Source: an optimization exercise on an open RTL-to-GDS flow (aim: small area, a short achievable clock period and few clock cycles per item). Production flows keep margins and buffers that such runs may drop.
In this exercise RTL edits were held to simulation tests only and were not proved equivalent to the original.
The clock port is modelled as an ideal driver, which makes a skipped or thinned clock tree look cheaper than it is; a real chip needs a root buffer or a tree.
No activity file was given, so power comes from the tool's default toggle rates.

v6:
==> module pxit_cksum, before the edit <==
module pxit_cksum (
  input             clk,
  input             rst,           
  input             cfg_valid,
  output            cfg_ready,
  input      [31:0] cfg_seeds,
  input             in_valid,
  output            in_ready,
  input       [7:0] in_data,
  output reg        out_valid,
  output     [31:0] out_cksum,     
  output reg        out_ok,
  output     [31:0] poly
);
  localparam PKTSIZE = 337;
  localparam NDATA   = PKTSIZE - 4;    
  function automatic [7:0] xtime(input [7:0] a);
    xtime = {a[6:0], 1'b0} ^ (a[7] ? 8'h87 : 8'h00);
  endfunction
  reg        in_ready_r, cfg_ready_r;
  reg        busy;           
  reg  [8:0] cnt;            
  reg  [7:0] d_r;            
  reg        v_r;            
  reg        eq_r;           
  reg        c_first;        
  reg        c_ck;           
  reg        g_w0;           
  reg        g_d;            
  reg        g_sh;           
  reg        g_rot;          
  reg        g_hold;         
  assign in_ready  = in_ready_r;
  assign cfg_ready = cfg_ready_r;
  wire take    = in_valid && in_ready_r;
  wire cfg_acc = cfg_valid && cfg_ready_r;
  wire cnt0    = (cnt == 9'd0);
  wire cnt333  = (cnt == NDATA);
  wire cntlast = (cnt == PKTSIZE - 1);
  wire cfg_step = busy && !cnt0;             
  wire cfg_end  = busy && cnt[2];            
  wire step_n   = busy && !cfg_end;          
  wire busy_n   = cfg_acc || step_n;
  wire first_n = v_r ? cntlast : c_first;
  wire ck_n    = v_r ? (cnt >= NDATA - 1 && !cntlast) : c_ck;
  wire idle_n  = v_r ? cntlast : (cnt0 || cfg_end);
  wire cfg_ready_n = !busy_n && !take && idle_n;
  always @(posedge clk) begin
    if (take)
      d_r <= in_data;
    eq_r <= (in_data == d_r);
    if (rst) begin
      in_ready_r  <= 1'b0;
      cfg_ready_r <= 1'b1;
      busy        <= 1'b0;
      cnt         <= 9'd0;
      v_r         <= 1'b0;
      out_valid   <= 1'b0;
      c_first     <= 1'b1;
      c_ck        <= 1'b0;
      g_w0        <= 1'b0;
      g_d         <= 1'b0;
      g_sh        <= 1'b0;
      g_rot       <= 1'b0;
      g_hold      <= 1'b0;
    end else begin
      busy        <= busy_n;
      in_ready_r  <= !cfg_acc && (in_ready_r || cfg_end);
      cfg_ready_r <= cfg_ready_n;
      if (v_r || busy)
        cnt <= (cntlast || cfg_end) ? 9'd0 : cnt + 9'd1;
      v_r         <= take;
      out_valid   <= v_r && cntlast;
      c_first     <= first_n;
      c_ck        <= ck_n;
      g_w0        <= step_n || (take && !first_n && !ck_n);
      g_d         <= take && !ck_n;
      g_sh        <= step_n || (take && !first_n);
      g_rot       <= take && ck_n;
      g_hold      <= !take && !step_n && (cfg_acc || !idle_n);
    end
  end
  reg  [7:0] p0, p1, p2, p3;
  reg  [7:0] w0, w1, w2, w3;
  reg        uniform;        
  reg        match;          
  assign poly      = {p3, p2, p1, p0};
  assign out_cksum = {w0, w1, w2, w3};
  wire [7:0] m = (w0 & {8{g_w0}}) ^ (d_r & {8{g_d}});
  wire [7:0]  mx [0:7];
  wire [63:0] mxc;
  assign mx[0] = m;
  genvar j, k, b;
  generate
    for (j = 1; j < 8; j = j + 1) begin : g_x
      assign mx[j] = xtime(mx[j-1]);
    end
    for (j = 0; j < 8; j = j + 1) begin : g_j
      for (b = 0; b < 8; b = b + 1) begin : g_b
        assign mxc[8*b + j] = mx[j][b];
      end
    end
  endgenerate
  wire [31:0] pk = {p3, p2, p1, p0};
  wire [31:0] mp;
  generate
    for (k = 0; k < 4; k = k + 1) begin : g_k
      for (b = 0; b < 8; b = b + 1) begin : g_b
        pxit_cksum_dot u_dot (.c(pk[8*k +: 8]), .v(mxc[8*b +: 8]), .y(mp[8*k + b]));
      end
    end
  endgenerate
  wire [31:0] seeds = {cfg_seeds[7:0], cfg_seeds[15:8], cfg_seeds[23:16], cfg_seeds[31:24]};
  wire [31:0] feed  = ({w1, w2, w3} & {24{g_sh}}) << 8 | ({24'd0, w0} & {32{g_rot}})
                    | ({w0, w1, w2, w3} & {32{g_hold}}) | (seeds & {32{cfg_ready_r}});
  wire [31:0] wn   = feed ^ mp;
  wire        eq_w = (d_r == w0);
  always @(posedge clk) begin
    if (busy && cnt0) begin
      p3 <= 8'd0;
      p2 <= 8'd0;
      p1 <= 8'd0;
      p0 <= 8'd1;
    end else if (cfg_step) begin
      p3 <= p2 ^ mp[31:24];
      p2 <= p1 ^ mp[23:16];
      p1 <= p0 ^ mp[15:8];
      p0 <= mp[7:0];
    end
    {w0, w1, w2, w3} <= wn;
    if (v_r)
      uniform <= c_first || (uniform && eq_r);
    if (v_r && c_ck)
      match <= (cnt333 || match) && eq_w;
    out_ok <= match && eq_w && !(uniform && eq_r);
  end
endmodule
==> module pxit_cksum_dot, before the edit <==
module pxit_cksum_dot (
  input  [7:0] c,
  input  [7:0] v,
  output       y
);
  assign y = ^(c & v);
endmodule
Settings: LEC_CHECK=0, CAP_MARGIN=20, CORE_MARGIN=2, CORE_UTILIZATION=55, PLACE_DENSITY=0.75, SLEW_MARGIN=20, SYNTH_HIERARCHICAL=1, SYNTH_MINIMUM_KEEP_SIZE=0; clock period 15.0 ns.
standard.sh (not shown) runs the stock make flow with config.mk's settings and CLKGATE_MAP_FILE= SYNTH_SCRIPT=/design/flow/synth_recipe.tcl, a recipe that flattens the netlist after the stock synthesis.
==> flow/flow/run.sh <==
#!/bin/bash
# The standard layout with three changes:
# - the ports are buffered by plain buffers instead of the delay buffers
#   buffer_ports picks by default;
# - timing repair is asked for extra setup margin;
# - the clock tree is a single level of buffers (flow/cts_tree.tcl).
set -euo pipefail
export BUFFER_PORTS_ARGS="-buffer_cell sky130_fd_sc_hd__buf_1"
export SETUP_SLACK_MARGIN=11.1
export PRE_CTS_TCL="$(pwd)/flow/cts_tree.tcl"
bash standard.sh finish > standard.log 2>&1
Other scripts of this flow, unchanged in this note and not shown: flow/flow/cts_tree.tcl
v6 reached the end of the flow, and the finished layout is clean on the timing, DRC and antenna checks.
Testbench counts of v6, summed over its fixed seeds: cycles 32,360, packets 96.
diff inputs: v6 => v7
--- a/flow/design.v
+++ b/flow/design.v
@@ -88,25 +88,35 @@
   assign out_cksum = {w0, w1, w2, w3};
   wire [7:0] m = (w0 & {8{g_w0}}) ^ (d_r & {8{g_d}});
   wire [7:0]  mx [0:7];
-  wire [63:0] mxc;
   assign mx[0] = m;
   genvar j, k, b;
   generate
     for (j = 1; j < 8; j = j + 1) begin : g_x
       assign mx[j] = xtime(mx[j-1]);
     end
-    for (j = 0; j < 8; j = j + 1) begin : g_j
-      for (b = 0; b < 8; b = b + 1) begin : g_b
-        assign mxc[8*b + j] = mx[j][b];
-      end
-    end
   endgenerate
   wire [31:0] pk = {p3, p2, p1, p0};
   wire [31:0] mp;
+  wire [31:0] mxs;           
   generate
+    for (b = 0; b < 8; b = b + 1) begin : g_s
+      for (j = 0; j < 4; j = j + 1) begin : g_i
+        assign mxs[4*b + j] = mx[2*j][b] ^ mx[2*j+1][b];
+      end
+    end
     for (k = 0; k < 4; k = k + 1) begin : g_k
+      wire [7:0] c = pk[8*k +: 8];
+      wire [3:0] s_lo, s_hi, s_both;
+      for (j = 0; j < 4; j = j + 1) begin : g_i
+        assign s_lo[j]   =  c[2*j] && !c[2*j+1];
+        assign s_hi[j]   = !c[2*j] &&  c[2*j+1];
+        assign s_both[j] =  c[2*j] &&  c[2*j+1];
+      end
       for (b = 0; b < 8; b = b + 1) begin : g_b
-        pxit_cksum_dot u_dot (.c(pk[8*k +: 8]), .v(mxc[8*b +: 8]), .y(mp[8*k + b]));
+        pxit_cksum_dot u_dot (.s_lo(s_lo), .s_hi(s_hi), .s_both(s_both),
+                              .v_lo({mx[6][b], mx[4][b], mx[2][b], mx[0][b]}),
+                              .v_hi({mx[7][b], mx[5][b], mx[3][b], mx[1][b]}),
+                              .v_both(mxs[4*b +: 4]), .y(mp[8*k + b]));
       end
     end
   endgenerate
@@ -136,9 +146,13 @@
   end
 endmodule
 module pxit_cksum_dot (
-  input  [7:0] c,
-  input  [7:0] v,
+  input  [3:0] s_lo,
+  input  [3:0] s_hi,
+  input  [3:0] s_both,
+  input  [3:0] v_lo,
+  input  [3:0] v_hi,
+  input  [3:0] v_both,
   output       y
 );
-  assign y = ^(c & v);
+  assign y = ^((v_lo & s_lo) | (v_hi & s_hi) | (v_both & s_both));
 endmodule
Results
Fraction of the mapped netlist area in adder cells: v7 vs v6 — no meaningful difference
Summary of v7 over v6: fmax saw a decrease; depth of the worst register-to-register path -1; sum of internal, switching and leakage power up about 4.4%.
Changes observed in v7 relative to v6: part of the power in the clock network fell 0.5 points; cell area after synthesis fell 390 sq um; area share of xor/xnor cells in the synthesized design fell 11 points.
v6 has higher number of instances in the synthesized netlist than v7.
Testbench counts of v7, summed over its fixed seeds: cycles 32,360, packets 96.
No run of this note takes its clock network from TritonCTS; it comes from the design's own scripts or RTL.

-- re-timing with driven ports --
How much do the figures lean on ideal ports? The routed layouts below were timed once more, with nothing changed but the port constraints.
Step 1 (the two cells are an assumption about what drives the block):
set clk [get_ports {clk}]
set_driving_cell -lib_cell sky130_fd_sc_hd__clkbuf_16 $clk
set_driving_cell -lib_cell sky130_fd_sc_hd__buf_2 [delete_from_list [all_inputs] $clk]
Step 2 moves the port delays by t, midway between the first and last clock arrival at a register: inputs arrive t later, outputs are due t later. That takes back most of the time a late clock gives input paths.
Three values: no drivers, after step 1, after step 2; two values: the first two.
run | t, ns | setup WS [ns] | hold WS [ns]
v6 | 0.249 | 11.140 / 11.049 / 10.994 | 0.479 / 0.479 / 0.479
v7 | 0.253 | 11.031 / 11.054 / 10.840 | 0.534 / 0.534 / 0.534
After both steps setup and hold are still met in every run listed. For v7, which loses most, drivers alone change the setup slack by +0.023 ns; drivers and shift together by -0.191 ns.
